This design comes from an exercise in tuning for small area, a short achievable clock period and few clock cycles on the open sky130 flow, not from production work. In this exercise RTL edits were held to simulation tests only and were not proved equivalent to the original. No activity file was given, so power comes from the tool's default toggle rates.

epsilon:
// qr_frontend
module qr_frontend (
    input  wire       clk,
    input  wire       rst,
    input  wire       start,
    input  wire [5:0] version,
    output wire       busy,
    output wire       grid_re,
    output wire [7:0] grid_row,
    output wire [7:0] grid_col,
    input  wire       grid_bit,
    output reg        fmt_valid,
    output reg  [1:0] fmt_level,
    output reg  [2:0] fmt_mask,
    output reg  [4:0] fmt_fidx,
    output reg  [4:0] fmt_fdist,
    output reg        cw_valid,
    output reg  [7:0] cw_data
);
  localparam S_IDLE = 3'd0;
  localparam S_FMT  = 3'd1;    
  localparam S_SRCH = 3'd2;    
  localparam S_SCAN = 3'd3;
  localparam S_DR1  = 3'd4;
  localparam S_DR2  = 3'd5;
  localparam S_DR3  = 3'd6;
  localparam S_PRE  = 3'd7;    
  reg  [2:0] state;
  reg        busy_r;
  assign busy = busy_r;
  wire       st_idle = (state == S_IDLE);
  wire       st_fmt  = (state == S_FMT);
  wire       st_srch = (state == S_SRCH);
  wire       st_scan = (state == S_SCAN);
  wire       st_pre  = (state == S_PRE);
  reg  [5:0] ver;
  reg  [4:0] fk;
  reg  [7:0] ro;          
  reg  [7:0] g;           
  reg        re;          
  assign grid_row = ro;
  assign grid_col = g;
  assign grid_re  = re;
  wire [3:0] sm1_w;
  reg  [3:0] sm1;         
  qr_align_rom u_rom (.version(ver), .sm1(sm1_w));
  wire [3:0] sm2 = sm1 - 4'd1;
  reg  [1:0] vm3;         
  wire [2:0] vm3x = {vm3, ver[3'd5 - fk[2:0]]};
  wire [1:0] vm3n = (vm3x >= 3'd3) ? vm3x[1:0] - 2'd3 : vm3x[1:0];
  wire [1:0] r3i  = (vm3 == 2'd2) ? 2'd0 : vm3 + 2'd1;                   
  ...
==> flow/config.mk <==
export PLATFORM = sky130hd
export DESIGN_NAME = qr_frontend
export DESIGN_NICKNAME = qr_frontend
export VERILOG_FILES = /design/flow/design.v
export SDC_FILE = /design/flow/constraint.sdc
export NUM_CORES = 4
export LEC_CHECK = 0
export CAP_MARGIN = 20
export CORE_MARGIN = 2
export CORE_UTILIZATION = 40
export PLACE_DENSITY = 0.6
export SLEW_MARGIN = 20
==> flow/constraint.sdc <==
create_clock -name core_clock -period 11.0 [get_ports {clk}]
set_input_delay 2.2000 -clock core_clock [delete_from_list [all_inputs] [get_ports {clk}]]
set_output_delay 2.2000 -clock core_clock [all_outputs]
set_load 0.01 [all_outputs]
standard.sh (not shown) runs the stock make flow with config.mk's settings and CLKGATE_MAP_FILE= SYNTH_SCRIPT=/design/flow/synth_recipe.tcl, a recipe that flattens the netlist after the stock synthesis.
==> flow/flow/run.sh <==
#!/bin/bash
set -euo pipefail
export BUFFER_PORTS_ARGS="-buffer_cell sky130_fd_sc_hd__buf_2"
bash standard.sh > standard_flow.log 2>&1
Per the final summary, epsilon finished and its layout is clean on timing, DRC and antenna.
Testbench counts of epsilon, summed over its fixed seeds: cycles 1,399,588.
diff inputs: epsilon => beta
--- a/flow/design.v
+++ b/flow/design.v
@@ -104,21 +104,19 @@
   localparam S_FMT  = 3'd1;    
   localparam S_SRCH = 3'd2;    
   localparam S_SCAN = 3'd3;
   localparam S_DR1  = 3'd4;
   localparam S_DR2  = 3'd5;
   localparam S_DR3  = 3'd6;
-  localparam S_PRE  = 3'd7;    
   reg  [2:0] state;
   reg        busy_r;
   assign busy = busy_r;
   wire       st_idle = (state == S_IDLE);
   wire       st_fmt  = (state == S_FMT);
   wire       st_srch = (state == S_SRCH);
   wire       st_scan = (state == S_SCAN);
-  wire       st_pre  = (state == S_PRE);
   reg  [5:0] ver;
   reg  [4:0] fk;
   reg  [7:0] ro;          
   reg  [7:0] g;           
   reg        re;          
   assign grid_row = ro;
@@ -140,26 +138,24 @@
   reg        gbq;         
   reg        mpq;         
   reg        rv1, rv2;    
   reg  [14:0] H;
   reg  [14:0] A;          
   reg  [3:0]  ndis;       
-  reg  [3:0]  s12;        
-  reg         s2v, s3v, s4v;
-  reg  [4:0]  bidx;       
-  wire [3:0]  p1   = cw_data[7:4];
-  wire [2:0]  p2   = nbits;
-  wire [3:0]  best = cw_data[3:0];
+  reg  [3:0]  p1;
+  reg  [2:0]  p2;
+  reg         s2v, s3v;
+  reg  [3:0]  best;
   wire [14:0] fdelta;
   qr_fcw_rom u_fcw (.idx(fk), .fdelta(fdelta));
   wire [14:0] fx  = A & (H ^ 15'h5412);
   wire [3:0]  pc1 = fx[0] + fx[1] + fx[2] + fx[3] + fx[4] + fx[5] + fx[6] + fx[7];
   wire [2:0]  pc2 = fx[8] + fx[9] + fx[10] + fx[11] + fx[12] + fx[13] + fx[14];
-  wire [4:0]  t3   = fk - 5'd2;                           
-  wire        take = s3v && ((st_srch && fk == 5'd2) || (s12 < best));
-  wire [2:0]  mask = bidx[2:0] ^ 3'b101;
+  wire [3:0]  sum = p1 + {1'b0, p2};
+  wire [4:0]  t2  = st_scan ? 5'd31 : fk - 5'd1;         
+  wire        take = s2v && ((st_srch && fk == 5'd1) || (sum < best));
   reg  [7:0] sr;          
   reg  [7:0] cR;          
   reg  [2:0] pp;          
   reg  [3:0] mh;          
   reg  [2:0] c6;          
   reg  [2:0] gj;          
@@ -326,15 +322,15 @@
   wire [7:0] srn   = up ? sr - 8'd1 : sr + 8'd1;
   wire [2:0] gj0   = jres(c6, 3'd0);
   wire [2:0] gj1   = jres(c6, 3'd1);
   wire [2:0] gjn   = c8 ? jres(c6, 3'd3) : jres(c6, 3'd2);
   wire [2:0] gjn1  = c8 ? jres(c6, 3'd4) : jres(c6, 3'd3);
   wire mp;
-  qr_mask_pred u_mp (.m(mask), .i0(sr[0]), .i1(sr[1]), .i3(r3),
+  qr_mask_pred u_mp (.m(fmt_mask), .i0(sr[0]), .i1(sr[1]), .i3(r3),
                      .j0(g[0]), .j3(gj[1:0]), .jd(gj[2]), .p(mp));
-  reg [2:0] nbits;        
+  reg [2:0] nbits;
   always @(posedge clk) begin
     fmt_valid <= 1'b0;
     cw_valid  <= 1'b0;
     gbq <= grid_bit ^ mpq;
     mpq <= st_scan && re && mp;
     rv1 <= st_scan && re;
@@ -398,19 +394,12 @@
           A    <= {~(gbq ^ H[0]), A[14:1]};
           ndis <= ndis + {3'd0, gbq ^ H[0]};
         end
         if (fk == 5'd31)
           state <= S_SRCH;
       end
-      S_PRE: begin
-        fk    <= fk + 5'd1;
-        re    <= 1'b0;
-        g     <= 8'd8;
-        ro    <= sr;
-        state <= S_SCAN;
-      end
       S_SRCH: begin
         fk <= fk + 5'd1;
         H  <= H ^ fdelta;
         re <= 1'b0;
         g  <= 8'd8;
         ro <= sr;
@@ -426,13 +415,13 @@
         up   <= 1'b0;
         lsel <= 1'b1;
         TL   <= 1'b0;
         E    <= 1'b1;
         TN   <= 2'b11;                                      
         if (fk == 5'd31)
-          state <= S_PRE;
+          state <= S_SCAN;
       end
       S_SCAN: begin
         ro <= sr;
         if (go_left) begin
           g    <= cRm1;
           gj   <= gj1;
@@ -506,28 +495,25 @@
       default: begin
         state  <= S_IDLE;
         busy_r <= 1'b0;
       end
     endcase
     s2v <= st_srch;
-    s3v <= s2v;
-    s4v <= s3v && (t3 == 5'd31);
-    s12 <= p1 + {1'b0, p2};
+    s3v <= st_scan && s2v;
     if (st_srch) begin
-      cw_data[7:4] <= pc1;
-      nbits        <= pc2;
+      p1 <= pc1;
+      p2 <= pc2;
     end
     if (take) begin
-      cw_data[3:0] <= s12;
-      bidx         <= t3;
+      best      <= sum;
+      fmt_fidx  <= t2;
+      fmt_level <= t2[4:3] ^ 2'b10;
+      fmt_mask  <= t2[2:0] ^ 3'b101;
     end
-    fmt_fidx  <= bidx;
-    fmt_level <= bidx[4:3] ^ 2'b10;
-    fmt_mask  <= mask;
-    fmt_fdist <= {best, 1'b0} + {1'b0, ndis};
-    if (s4v) begin
+    if (s3v) begin
+      fmt_fdist <= {best, 1'b0} + {1'b0, ndis};
       fmt_valid <= 1'b1;
       nbits     <= 3'd0;
     end
     if (rst) begin
       state     <= S_IDLE;
       busy_r    <= 1'b0;
@@ -535,10 +521,9 @@
       fmt_valid <= 1'b0;
       cw_valid  <= 1'b0;
       rv1       <= 1'b0;
       rv2       <= 1'b0;
       s2v       <= 1'b0;
       s3v       <= 1'b0;
-      s4v       <= 1'b0;
     end
   end
 endmodule
==> comparison <==
- [compare] base=epsilon new=beta: total net switching power went down; placed cell area went up.
- When beta is measured against epsilon, its sequential power turns out about 5% lower.
- Measured against each other, epsilon and beta differ in length of routed met3 wiring, the lower figure coming from beta.
- beta against epsilon: post-route clock period utilization increased 3.4 points; post-detailed-route wirelength per cell increased about 1.4%; clock buffer count decreased 3; clock slew seen by the registers of the worst setup and hold paths essentially unchanged; design area increased 1.4%.
- Between epsilon and beta, area growth from synthesis to final layout decreased.
- | total global-route track usage | beta vs epsilon | 0.61 points lower |
- Max-slew violation count came out exactly the same in epsilon and beta.
- Diff epsilon -> beta: setup slack after layout decreased by 0.37 ns relative to the old numbers; power per standard cell area went down by 14%.
Testbench counts of beta, summed over its fixed seeds: cycles 1,399,396.

==> separate check: timing with driven ports <==
The flow's constraints put no driver on any port. The routed layouts listed below were extracted and timed again, unchanged, in two steps.
Step 1 sets driving cells, clkbuf_16 on the clock port and buf_2 on the other inputs (assumed; they add their load-dependent delay and slew).
Step 2, shift: input delay + t, output delay - t, t = (earliest + latest rising clock arrival at the registers) / 2. This alone moves slack from input paths to output paths.
Slacks: no drivers / after step 1 / after step 2; pairs: no drivers / after step 1.
run	t, ns	setup slack, ns	hold WS [ns]	worst setup path at the end
epsilon	0.488	7.633 / 7.633 / 7.633	0.342 / 0.342 / 0.342	register to register
beta	0.484	7.262 / 7.262 / 7.262	0.430 / 0.430 / 0.430	register to register
After both steps setup and hold are still met in every run listed.
